From an optimization exercise on the open Yosys and OpenROAD flow, aimed at small area and a short achievable clock period; shortcuts taken in it are not production practice.
No run shown here included a check of the RTL's function; only the layout flow was run.

==> flow/config.mk <==
export PLATFORM = sky130hd
export DESIGN_NAME = ava_core
export DESIGN_NICKNAME = ava_core
export VERILOG_FILES = /design/flow/design.v
export SDC_FILE = /design/flow/constraint.sdc
export NUM_CORES = 4
export LEC_CHECK = 0
export CAP_MARGIN = 20
export CORE_MARGIN = 2
export CORE_UTILIZATION = 40
export SLEW_MARGIN = 20
==> flow/constraint.sdc <==
create_clock -name core_clock -period 10.0 [get_ports {clk}]
set_input_delay 2.0000 -clock core_clock [delete_from_list [all_inputs] [get_ports {clk}]]
set_output_delay 2.0000 -clock core_clock [all_outputs]
set_load 0.01 [all_outputs]
==> flow/design.v <==
module ava_core (
    input  wire        clk,
    input  wire        rst,           
    input  wire [15:0] prog_len,      
    output wire [15:0] prog_addr,     
    input  wire [7:0]  prog_data,     
    output reg  [31:0] stk_w_data,
    output reg         stk_w_valid,
    input  wire        stk_w_ready,
    input  wire [31:0] stk_r_data,
    input  wire        stk_r_valid,
    output reg         stk_r_ready,
    output reg  [7:0]  out_data,
    output reg         out_valid,
    input  wire        out_ready,
    output wire        halt,
    output wire        fault,
    output wire [2:0]  cause,
    output wire        push_lost,
    output wire        out_lost
);
    localparam [3:0] S_INIT     = 4'd0;
    localparam [3:0] S_DECODE   = 4'd1;
    localparam [3:0] S_PUSHIMM1 = 4'd2;
    localparam [3:0] S_PUSHIMM2 = 4'd3;
    localparam [3:0] S_PUSHVAR1 = 4'd4;
    localparam [3:0] S_PUSHVAR2 = 4'd5;
    localparam [3:0] S_PUSHVAR3 = 4'd6;
    localparam [3:0] S_LET1     = 4'd7;    
    localparam [3:0] S_LETW     = 4'd8;    
    localparam [3:0] S_PRINT    = 4'd9;
    localparam [3:0] S_ALU1     = 4'd10;
    localparam [3:0] S_ALU2     = 4'd11;
    localparam [3:0] S_ALU3     = 4'd12;
    localparam [3:0] S_ALU4     = 4'd13;
    localparam [3:0] S_DONE     = 4'd14;
    localparam [7:0] OPC_PUSH_IMM  = 8'h01;
    localparam [7:0] OPC_PUSH_VAR  = 8'h0a;
    localparam [7:0] OPC_LET       = 8'h20;
    localparam [7:0] OPC_PRINT     = 8'h80;
    localparam [7:0] OPC_PRINT_LF  = 8'h82;
    localparam [7:0] OPC_ADD       = 8'ha0;
    localparam [7:0] OPC_MUL       = 8'ha5;
    localparam [2:0] C_NONE      = 3'd0;
    localparam [2:0] C_END       = 3'd1;
    localparam [2:0] C_UNKNOWN   = 3'd2;
    localparam [2:0] C_TRUNC     = 3'd6;
    localparam [2:0] C_BADSLOT   = 3'd7;
    reg  [3:0]  st;
    reg  [15:0] pc;
    reg  [7:0]  fb1;       
    reg         op_mul;
    reg  [15:0] opa;       
    reg  [15:0] opb;
    reg  [2:0]  cause_r;
    reg         push_lost_r;
    reg         out_lost_r;
    reg  [31:0] slot0, slot1, slot2, slot3;
    wire [7:0] fb = prog_data;
    assign prog_addr = pc;
    assign halt      = (cause_r != C_NONE);
    assign fault     = cause_r[2];
    assign cause     = cause_r;
    assign push_lost = push_lost_r;
    assign out_lost  = out_lost_r;
    wire s_init  = (st == S_INIT);
    wire s_dec   = (st == S_DECODE);
    wire s_pi1   = (st == S_PUSHIMM1);
    wire s_pi2   = (st == S_PUSHIMM2);
    wire s_pv1   = (st == S_PUSHVAR1);
    wire s_pv2   = (st == S_PUSHVAR2);
    wire s_pv3   = (st == S_PUSHVAR3);
    wire s_let1  = (st == S_LET1);
    wire s_letw  = (st == S_LETW);
    wire s_print = (st == S_PRINT);
    wire s_alu1  = (st == S_ALU1);
    wire s_alu2  = (st == S_ALU2);
    wire s_alu3  = (st == S_ALU3);
    wire s_alu4  = (st == S_ALU4);
    wire fb_big   = (fb[7:2] != 6'd0);
    wire let_ok   = s_letw || (s_let1 && !fb_big);
    wire [1:0] let_idx = s_letw ? fb1[1:0] : fb[1:0];
    wire slot_w_en = let_ok && stk_r_valid;
    wire signed [15:0] lhs = opa;
    wire signed [15:0] rhs = opb;
    wire signed [16:0] sum17  = lhs + rhs;
    wire signed [31:0] prod32 = lhs * rhs;
    wire [31:0] alu_result = op_mul ? prod32 : {{16{sum17[16]}}, sum17[15:0]};
    reg [31:0] slot_rd;
    always @(*) begin
        case (fb1[1:0])
            2'd0: slot_rd = slot0;
            2'd1: slot_rd = slot1;
            2'd2: slot_rd = slot2;
            default: slot_rd = slot3;
        endcase
    end
    always @(*) begin
        stk_w_valid = s_pi2 || s_pv3 || s_alu4;
        stk_r_ready = stk_r_valid && (let_ok || s_print || s_alu1 || s_alu3);
        out_valid   = (s_dec && fb == OPC_PRINT_LF) || (s_print && stk_r_valid);
        out_data    = s_print ? {stk_r_data[7:4] + 4'd3, stk_r_data[3:0]} : 8'h0a;
        if (s_pi2)
            stk_w_data = {16'd0, fb, fb1};
        else if (s_pv3)
            stk_w_data = slot_rd;
        else
            stk_w_data = alu_result;
    end
    wire at_end = ({pc[15:1], pc[0] | s_init} == prog_len);
    always @(posedge clk) begin
        opa <= stk_r_data[15:0];
        fb1[7:2] <= fb[7:2];
        if (!(s_letw || s_pv2))
            fb1[1:0] <= fb[1:0];
        if (s_alu1)
            opb <= stk_r_data[15:0];
        if (s_dec)
            op_mul <= fb[0];
    end
    always @(posedge clk) begin
        if (rst) begin
            st          <= S_INIT;
            pc          <= 16'd0;
            cause_r     <= C_NONE;
            push_lost_r <= 1'b0;
            out_lost_r  <= 1'b0;
        end else begin
            if (stk_w_valid && !stk_w_ready)
                push_lost_r <= 1'b1;
            if (out_valid && !out_ready)
                out_lost_r <= 1'b1;
            case (st)
                S_INIT: begin
                    pc <= pc + 16'd1;
                    if (at_end) begin
                        st      <= S_DONE;
                        cause_r <= C_END;
                    end else begin
                        st <= S_DECODE;
                    end
                end
                S_DECODE: begin
                    case (fb)
                        OPC_PUSH_IMM, OPC_PUSH_VAR, OPC_LET: begin
                            if (at_end) begin
                                st      <= S_DONE;
                                cause_r <= C_TRUNC;
                            end else begin
                                pc <= pc + 16'd1;
                                if (fb == OPC_PUSH_IMM)
                                    st <= S_PUSHIMM1;
                                else if (fb == OPC_PUSH_VAR)
                                    st <= S_PUSHVAR1;
                                else
                                    st <= S_LET1;
                            end
                        end
                        OPC_PRINT:    st <= S_PRINT;
                        OPC_PRINT_LF: begin
                            if (at_end) begin
                                st      <= S_DONE;
                                cause_r <= C_END;
                            end else begin
                                pc <= pc + 16'd1;
                                st <= S_DECODE;
                            end
                        end
                        OPC_ADD, OPC_MUL: st <= S_ALU1;
                        default: begin
                            st      <= S_DONE;
                            cause_r <= C_UNKNOWN;
                        end
                    endcase
                end
                S_PUSHIMM1: begin
                    if (at_end) begin
                        st      <= S_DONE;
                        cause_r <= C_TRUNC;
                    end else begin
                        pc <= pc + 16'd1;
                        st <= S_PUSHIMM2;
                    end
                end
                S_PUSHVAR1: begin
                    if (fb_big) begin
                        st      <= S_DONE;
                        cause_r <= C_BADSLOT;
                    end else begin
                        st <= S_PUSHVAR2;
                    end
                end
                S_PUSHVAR2: st <= S_PUSHVAR3;
                S_LET1: begin
                    if (fb_big) begin
                        st      <= S_DONE;
                        cause_r <= C_BADSLOT;
                    end else if (!stk_r_valid) begin
                        st <= S_LETW;
                    end else if (at_end) begin
                        st      <= S_DONE;
                        cause_r <= C_END;
                    end else begin
                        pc <= pc + 16'd1;
                        st <= S_DECODE;
                    end
                end
                S_LETW, S_PRINT: begin
                    if (stk_r_valid) begin
                        if (at_end) begin
                            st      <= S_DONE;
                            cause_r <= C_END;
                        end else begin
                            pc <= pc + 16'd1;
                            st <= S_DECODE;
                        end
                    end
                end
                S_ALU1: if (stk_r_valid) st <= S_ALU2;
                S_ALU2: st <= S_ALU3;
                S_ALU3: if (stk_r_valid) st <= S_ALU4;
                S_PUSHIMM2, S_PUSHVAR3, S_ALU4: begin
                    if (at_end) begin
                        st      <= S_DONE;
                        cause_r <= C_END;
                    end else begin
                        pc <= pc + 16'd1;
                        st <= S_DECODE;
                    end
                end
                default: ;
            endcase
        end
    end
    always @(posedge clk) begin
        if (!rst && slot_w_en) begin
            case (let_idx)
                2'd0: slot0 <= stk_r_data;
                2'd1: slot1 <= stk_r_data;
                2'd2: slot2 <= stk_r_data;
                default: slot3 <= stk_r_data;
            endcase
        end
    end
endmodule
==> flow/run.sh <==
#!/bin/bash
# synth_recipe.tcl (not shown) runs the flow's synth.tcl, then flattens the netlist and writes it again
# the make line also repeats each setting of config.mk as NAME=value (left out here)
make -C /OpenROAD-flow-scripts/flow DESIGN_CONFIG=/design/flow/config.mk WORK_HOME=/design/flow/orfs CLKGATE_MAP_FILE= SYNTH_SCRIPT=/design/flow/synth_recipe.tcl finish
==> results of run 1 <==
==> through the flow <==
stage                 util  hold slack, ns
CTS                 0.4601          0.4846
global route        0.4645          0.5166
finish              0.4645          0.4747
global placement    0.4450          0.4599
floorplan                -          0.4984
detailed placement  0.4462          0.4634
==> cells by family (layout without fill, tap and decap cells) <==
kind of cell	count (synthesis)	after routing	synth area share
and+or+nand+nor	534	534	0.1389
buffers and inverters	401	529	0.08116
adders and majority gates	365	365	0.3374
AOI/OAI and AO/OA	276	276	0.09472
DFF	194	194	0.2763
xor gates and xnor gates	65	65	0.02938
muxes	41	41	0.04203
==> area by class of cell <==
class | count | area share
Multi-Input combinational cell | 1281 | 0.5628
Sequential cell | 194 | 0.2420
Timing Repair Buffer | 179 | 0.07774
Inverter | 318 | 0.05382
Tap cell | 615 | 0.03469
Clock buffer | 17 | 0.01918
Clock inverter | 15 | 0.009816
==> repair_timing <==
action,in CTS,in global routing
setup buffers,3,22
setup endpoints to repair,1,6
hold buffers,0,0
hold endpoints to repair,0,0
resized for setup,1,10
==> Yosys cell counts (6+ instances only) <==
| cell | n |
|---|---|
| sky130_fd_sc_hd__o21bai_1 | 6 |
| sky130_fd_sc_hd__o31ai_1 | 7 |
| sky130_fd_sc_hd__nor2b_1 | 7 |
| sky130_fd_sc_hd__a31oi_1 | 13 |
| sky130_fd_sc_hd__nand3_1 | 25 |
| sky130_fd_sc_hd__a21o_1 | 19 |
| sky130_fd_sc_hd__mux2i_1 | 6 |
| sky130_fd_sc_hd__fa_1 | 263 |
| sky130_fd_sc_hd__and4_1 | 6 |
| sky130_fd_sc_hd__xnor2_1 | 26 |
| sky130_fd_sc_hd__o21ai_0 | 56 |
| sky130_fd_sc_hd__or4_1 | 7 |
| sky130_fd_sc_hd__o21a_1 | 12 |
| sky130_fd_sc_hd__o21ai_1 | 6 |
| sky130_fd_sc_hd__nor3_1 | 30 |
| sky130_fd_sc_hd__ha_1 | 101 |
| sky130_fd_sc_hd__a21boi_0 | 10 |
| sky130_fd_sc_hd__nor2_1 | 91 |
| sky130_fd_sc_hd__a21oi_1 | 65 |
| sky130_fd_sc_hd__edfxtp_1 | 147 |
| sky130_fd_sc_hd__xor2_1 | 39 |
| sky130_fd_sc_hd__buf_2 | 7 |
| sky130_fd_sc_hd__inv_1 | 315 |
| sky130_fd_sc_hd__or3_1 | 9 |
| sky130_fd_sc_hd__clkbuf_1 | 63 |
| sky130_fd_sc_hd__mux4_2 | 32 |
| sky130_fd_sc_hd__nand4_1 | 14 |
| sky130_fd_sc_hd__o22ai_1 | 11 |
| sky130_fd_sc_hd__nand2b_1 | 10 |
| sky130_fd_sc_hd__nor4_1 | 7 |
| sky130_fd_sc_hd__and2_1 | 126 |
| sky130_fd_sc_hd__dfxtp_1 | 47 |
| sky130_fd_sc_hd__and3_1 | 8 |
| sky130_fd_sc_hd__nand2_1 | 173 |
| sky130_fd_sc_hd__o211ai_1 | 8 |
| sky130_fd_sc_hd__a211oi_1 | 14 |
==> sequential cells by signal (all words and copies together), names as in the netlist <==
name / count
opb: 16
slot0: 32
slot1: 32
op_mul: 1
push_lost_r: 1
opa: 16
out_lost_r: 1
st: 4
cause_r: 3
fb1: 8
slot3: 32
slot2: 32
pc: 16
==> critical path, delay by kind of cell, from the launching register on <==
| family | cells | cell delay [ns] |
|---|---|---|
| AND/OR/NAND/NOR | 4 | 0.83 |
| buffers and inverters | 8 | 1.21 |
| AO/OA/AOI/OAI | 4 | 1.17 |
| flip-flops | 1 | 0.55 |
| adder cells (fa/ha/maj) | 7 | 3.44 |
==> routing by layer <==
| metal | routed length, µm | part of all wire | vias to the layer above | GRT usage |
|---|---|---|---|---|
| li1 | - | - | 6436 | - |
| met1 | 22310 | 0.43 | 7190 | 0.2868 |
| met2 | 25150 | 0.49 | 406 | 0.3643 |
| met3 | 2781 | 0.054 | 69 | 0.03397 |
| met4 | 1234 | 0.024 | 8 | 0.06172 |
| met5 | 46 | 0.00089 | - | 0 |
==> worst paths after layout <==
kind / to / from / slack [ns] / depth (start not counted)
setup / recovery: stk_w_data[29] / opb[8] / 0.34 / 23
hold / removal: push_lost_r / push_lost_r / 0.47 / 2
setup reg to reg: slot3[22] / st[2] / 6.35 / 7
hold reg to reg: push_lost_r / push_lost_r / 0.47 / 2
==> impl_metrics.ini, run 1 <==
[sta]
rsz0062_at_grt = no
tightestPinTransition_ns = 0.8248
final_critical_path_setup_slack_ns = 0.3405
fin_crit_sh = 0.9659
clock_skew_ns = 0.01172
sum_neg_setup_slack_ns = 0
maxClockFrequency_ghz = 0.1035
worst_slew_margin_rel = 0.4494
number_of_pins_exceeding_their_max_slew_limit_in_the_final_report = 0
final.min_clock_period_ns = 9.659
final_setup_violations = 0
final_count_of_hold_timing_violations = 0

[worst_setup_path]
cp_cell_sequence = buf_4 -> nand2_1 -> fa_1 -> inv_1 -> fa_1 -> inv_1 -> fa_1 -> inv_1 -> fa_1 -> fa_1 -> inv_1 -> fa_1 -> inv_1 -> ha_1 -> a211o_1 -> a311oi_2 -> buf_4 -> nor3_2 -> a2111oi_4 -> o21bai_1 -> or4b_1 -> and3_1 -> clkdlybuf4s50_1
crit_path_top_delay_cell = sky130_fd_sc_hd__fa_1
cp-start-kind = register
worstPathRequired_ns = 8.00
top_cell_by_count_worst_path = sky130_fd_sc_hd__fa_1
criticalPathCategory = register to output port
critical_path_peak_fanout = 8
crit_path_end_kind = output port
crit_arrival_ns = 7.66
slowest_delay_ns = 0.56

[synthesis]
asyncSetResetFlopFracSynth = 0
yosys_warnings = 1
ys_ff_latch = 194
synthDistinctLibCells = 86
synth_fp_nets = 2301
synthDominantCellAreaShare = 0.2717
synth_enable_flop_cells = 147
synth.cell_area_um2 = 19380
synth_seq_area_share = 0.2763
ys_top_cells_by_area = sky130_fd_sc_hd__fa_1, sky130_fd_sc_hd__edfxtp_1, sky130_fd_sc_hd__ha_1, sky130_fd_sc_hd__inv_1, sky130_fd_sc_hd__dfxtp_1
post-synth-top-area-cell = sky130_fd_sc_hd__fa_1
synth_flop_cell = sky130_fd_sc_hd__edfxtp_1
postSynthCellCount = 1876
syn_area_per_cell_um2 = 10.33

[cells_and_area]
drive_gt1_frac = 0.07735
mostFrequentLayoutCell = sky130_fd_sc_hd__inv_1
seq_area_um2 = 5366
nets = 2416
stdcell_count = 2619
final_cell_area_um2 = 22180
synthToLayoutAreaGrowth_pct = 14.45
mostFrequentLayoutCells = sky130_fd_sc_hd__inv_1, sky130_fd_sc_hd__fa_1, sky130_fd_sc_hd__nand2_1
total_area_of_multi_input_combinational_cells_um2 = 12480
diodes = 0
final.fill_count = 4395

[cts]
clock_sink_count = 194
ctsRootBufferMaster = sky130_fd_sc_hd__clkbuf_16
clock_tree_from_tritoncts = yes
numCtsBuffers = 17
skew_pair_late_insertion_delay_ns = 0.46
h-tree-depth = 4
clk_pin_slew_ns = 0.07
max_root_sink_buffers = 2

[floorplanning]
floorplan.die.width_um = 224.1
floorplan_die_area_um2 = 50220
rows = 80
io-pin-count = 127
die_y_um = 224.1
coreArea_um2 = 47750
start_util = 0.4059

[placement]
globalplace.congestion = 0.8962
pre_cts_slack_ns = 0.4800
dpl.cell_count = 2562
post_dp_hpwl_mm = 40.06
placed_cell_area_um2 = 21300
port-buffer-count = 126

[drt]
drt-pass1-iter-count = 5
postRouteWirelength_mm = 51.52
post_drt_via_cell_ratio = 5.387
drt-initial-drc-count = 944
vias = 14109
route.antenna.remaining_nets = 0
drc_errors = 0
routed_wire_length_per_instance_um = 19.67

[hold_path]
timing.hold.worst.class = register to register

[global_routing]
grt_pass1_wl_mm = 83.17
gr-usage-all-layers = 0.2154
grt_overflow_total = 0
vias_in_the_first_global_route = 14974
grt_start_max_net_pins = 47
initial_antenna_violation_count = 4

[outcome]
status = finished clean

[run]
max_cap_violations = 0
==> inputs of run 2 (changes only) <==
--- a/flow/config.mk
+++ b/flow/config.mk
@@ -5,7 +5,9 @@
 export SDC_FILE = /design/flow/constraint.sdc
 export NUM_CORES = 4
 export LEC_CHECK = 0
+export ABC_CLOCK_PERIOD_IN_PS = 5000
 export CAP_MARGIN = 20
 export CORE_MARGIN = 2
-export CORE_UTILIZATION = 40
+export CORE_UTILIZATION = 55
+export SETUP_SLACK_MARGIN = 4.5
 export SLEW_MARGIN = 20
==> run 2 against run 1 <==
Non-clock buffer count up 53. Critical path type unchanged. Global-route usage up 8.7 points. Final cell count down 4.0%. Via count up 3.3%.
==> impl_metrics.ini, run 2 <==
[cells_and_area]
final.fill_count = 2695
final_cell_area_um2 = 23330
finish.utilization = 0.6738
drive_gt1_frac = 0.1964
synthToLayoutAreaGrowth_pct = 20.40
mostFrequentLayoutCell = sky130_fd_sc_hd__inv_1
mostFrequentLayoutCells = sky130_fd_sc_hd__inv_1, sky130_fd_sc_hd__fa_1, sky130_fd_sc_hd__nand2_1
nets = 2469

[sta]
sum_neg_setup_slack_ns = 0
tightestPinTransition_ns = 0.9428
fin_crit_sh = 0.8694
rsz0062_at_grt = yes
final.min_clock_period_ns = 8.694
final_critical_path_setup_slack_ns = 1.306
final_count_of_hold_timing_violations = 0
worst_slew_margin_rel = 0.3648
maxClockFrequency_ghz = 0.1150
final_setup_violations = 0
worst_hold_margin_ns = 0.4755
number_of_pins_exceeding_their_max_slew_limit_in_the_final_report = 0
clock_skew_ns = 0.01455

[floorplanning]
io-pin-count = 127
rows = 68
coreArea_um2 = 34630
floorplan.die.width_um = 191.7
floorplan_die_area_um2 = 36750
die_y_um = 191.7
start_util = 0.5596

[drt]
routed_wire_length_per_instance_um = 20.70
postRouteWirelength_mm = 52.02
route.antenna.remaining_nets = 0
vias = 14578
post_drt_via_cell_ratio = 5.801
drc_errors = 0
drt-initial-drc-count = 1187
drt-pass1-iter-count = 5

[global_routing]
grt_start_max_net_pins = 47
vias_in_the_first_global_route = 15394
initial_antenna_violation_count = 1
gr-usage-all-layers = 0.3024
grt_overflow_total = 0
grt_pass1_wl_mm = 84.26

[synthesis]
asyncSetResetFlopFracSynth = 0
synth_fp_nets = 2301
ys_ff_latch = 194
syn_area_per_cell_um2 = 10.33
postSynthCellCount = 1876
synth_area_in_adders = 0.3374
synthDistinctLibCells = 86
post-synth-top-count-cell = sky130_fd_sc_hd__inv_1
compound_gate_portion_of_the_synthesized_area = 0.09472
post_synth_xor_area_fraction = 0.02938
synth_flop_cell = sky130_fd_sc_hd__edfxtp_1
main_combinational_cell_family_by_area_after_synthesis = adder cells
ys_top_cells_by_area = sky130_fd_sc_hd__fa_1, sky130_fd_sc_hd__edfxtp_1, sky130_fd_sc_hd__ha_1, sky130_fd_sc_hd__inv_1, sky130_fd_sc_hd__dfxtp_1
synth_enable_flop_cells = 147
synth.cell_area_um2 = 19380
synth_seq_area_share = 0.2763
post-synth-top-area-cell = sky130_fd_sc_hd__fa_1
yosys_warnings = 1
synthDominantCellAreaShare = 0.2717
yosys-mux-area-fraction = 0.04203
synth_simple_gate_area_frac = 0.1389
synth.top_cells.by_count = sky130_fd_sc_hd__inv_1, sky130_fd_sc_hd__fa_1, sky130_fd_sc_hd__nand2_1, sky130_fd_sc_hd__edfxtp_1, sky130_fd_sc_hd__and2_1

[worst_setup_path]
crit_path_top_delay_cell = sky130_fd_sc_hd__fa_1
wp_buf_inv = 7
worstPathRequired_ns = 8.00
flop_to_flop_setup_slack_ns = 6.71
worst_r2r_path_depth = 8
crit_family = adder cells
top_cell_by_count_worst_path = sky130_fd_sc_hd__fa_1
reg2reg_to = st[2]
crit_path_end_kind = output port
crit-reg2reg-launch = st[3]
cp-startpoint = opb[6]
slowest_delay_ns = 0.53
criticalPathCategory = register to output port
critical_path_peak_fanout = 6
cp-start-kind = register
crit_arrival_ns = 6.69
cp_cell_sequence = buf_12 -> and2_1 -> fa_1 -> inv_2 -> fa_2 -> fa_1 -> inv_2 -> fa_1 -> fa_1 -> inv_1 -> fa_1 -> inv_2 -> ha_4 -> a211o_1 -> a311oi_4 -> buf_4 -> nor3_4 -> a2111oi_4 -> o21bai_2 -> or4b_1 -> and3_4 -> buf_2

[cts]
ctsRootBufferMaster = sky130_fd_sc_hd__clkbuf_16
clock_tree_from_tritoncts = yes
h-tree-depth = 4
clk_pin_slew_ns = 0.08
clock_sink_count = 194
max_root_sink_buffers = 2
skew_pair_late_insertion_delay_ns = 0.44
numCtsBuffers = 17

[hold_path]
holdCritStartpoint = push_lost_r
timing.hold.worst.class = register to register
worst_hold_path.num_cells = 2
min_to = push_lost_r

[run]
max_cap_violations = 0

[outcome]
status = finished clean

[placement]
globalplace.congestion = 0.8983
post_dp_hpwl_mm = 38.80
pre_cts_slack_ns = 0.9539
port-buffer-count = 126
placed_cell_area_um2 = 21430
==> run 2: cell counts after synthesis <==
Identical to the previous run, type by type.
==> run 2: how the worst max path moves through the flow <==
stage | endpoint | slack, ns | cells past startpoint
2_1_floorplan | stk_w_data[29] | 2.26 | 21
3_3_place_gp | stk_w_data[29] | 1.05 | 22
3_5_place_dp | stk_w_data[29] | 0.95 | 22
4_1_cts | stk_w_data[27] | 1.34 | 21
5_1_grt | stk_w_data[27] | 1.04 | 23
6_report | stk_w_data[29] | 1.31 | 22
==> run 2: per-layer routing <==
layer	vias up	track usage	part of all wire
met5	-	0	0
met4	0	0.08047	0.023
met3	90	0.03289	0.060
met2	523	0.4979	0.48
met1	7416	0.4295	0.44
li1	6549	-	-
==> run 2: worst reg2reg max path: stages (launching register included) <==
cell                      delay (ns)
sky130_fd_sc_hd__dfxtp_1        0.87
sky130_fd_sc_hd__nor2_1         0.27
sky130_fd_sc_hd__a21oi_1        0.23
sky130_fd_sc_hd__xor2_1         0.62
sky130_fd_sc_hd__and2_1         0.52
sky130_fd_sc_hd__nand2_1        0.10
sky130_fd_sc_hd__a21oi_1        0.16
sky130_fd_sc_hd__a21oi_1        0.10
sky130_fd_sc_hd__o41ai_1        0.32
==> run 2: layout make-up <==
type / count / area [µm²] / share of cell area
multi-input combinational: 1281 / 13470 / 0.5774
sequential: 194 / 5396 / 0.2313
timing repair buffer: 232 / 2110 / 0.09042
inverter: 318 / 1201 / 0.05148
tap: 455 / 569.3 / 0.02440
clock buffer: 17 / 425.4 / 0.01823
clock inverter: 15 / 156.4 / 0.006703
antenna: 1 / 2.502 / 0.0001073
==> run 2: cells by family (layout without fill, tap and decap cells) <==
| logic type | after synthesis | after routing |
|---|---|---|
| multiplexers | 41 | 41 |
| other | 0 | 1 |
| adder cells (fa/ha/maj) | 365 | 365 |
| flip-flops | 194 | 194 |
| AO/OA/AOI/OAI | 276 | 276 |
| AND/OR/NAND/NOR | 534 | 534 |
| buffers and inverters | 401 | 582 |
| XOR/XNOR | 65 | 65 |
==> run 2: through the flow <==
| stage | instances |
|---|---|
| final | 2513 |
| after global routing | 2512 |
| after global placement | 2390 |
| after detailed placement | 2390 |
| after floorplan | 1876 |
| after CTS | 2497 |
==> run 2: what timing repair did <==
item                                    4_1_cts  5_1_grt
hold endpoints to repair                      0        0
pin swaps                                    81       33
gates resized for setup                     245       41
hold buffers                                  0        0
endpoints found under the setup margin       37       34
buffers inserted                             75       13

-- re-timing with driven ports --
No port has a modelled driver above. Below, the same layouts with a new extraction and two added sets of constraints.
Step 1: set_driving_cell puts a clkbuf_16 on clk and a buf_2 on each other input, an assumption about the parent block.
Step 2 times the ports against the registers' clock, not the clock port: input delays grow and output delays shrink by t, the midpoint of the rising clock arrivals with the driver on.
a / b / c = ideal ports / drivers / drivers and shift; a / b = the first two.
run	t (ns)	setup WS [ns]	hold WS [ns]	clock arrival spread, ns
run 1	0.500	0.341 / 0.294 / 0.794	0.475 / 0.475 / 0.475	0.012 / 0.012
run 2	0.489	1.306 / 1.252 / 1.741	0.476 / 0.476 / 0.476	0.016 / 0.016
After both steps setup and hold are still met in every run listed.
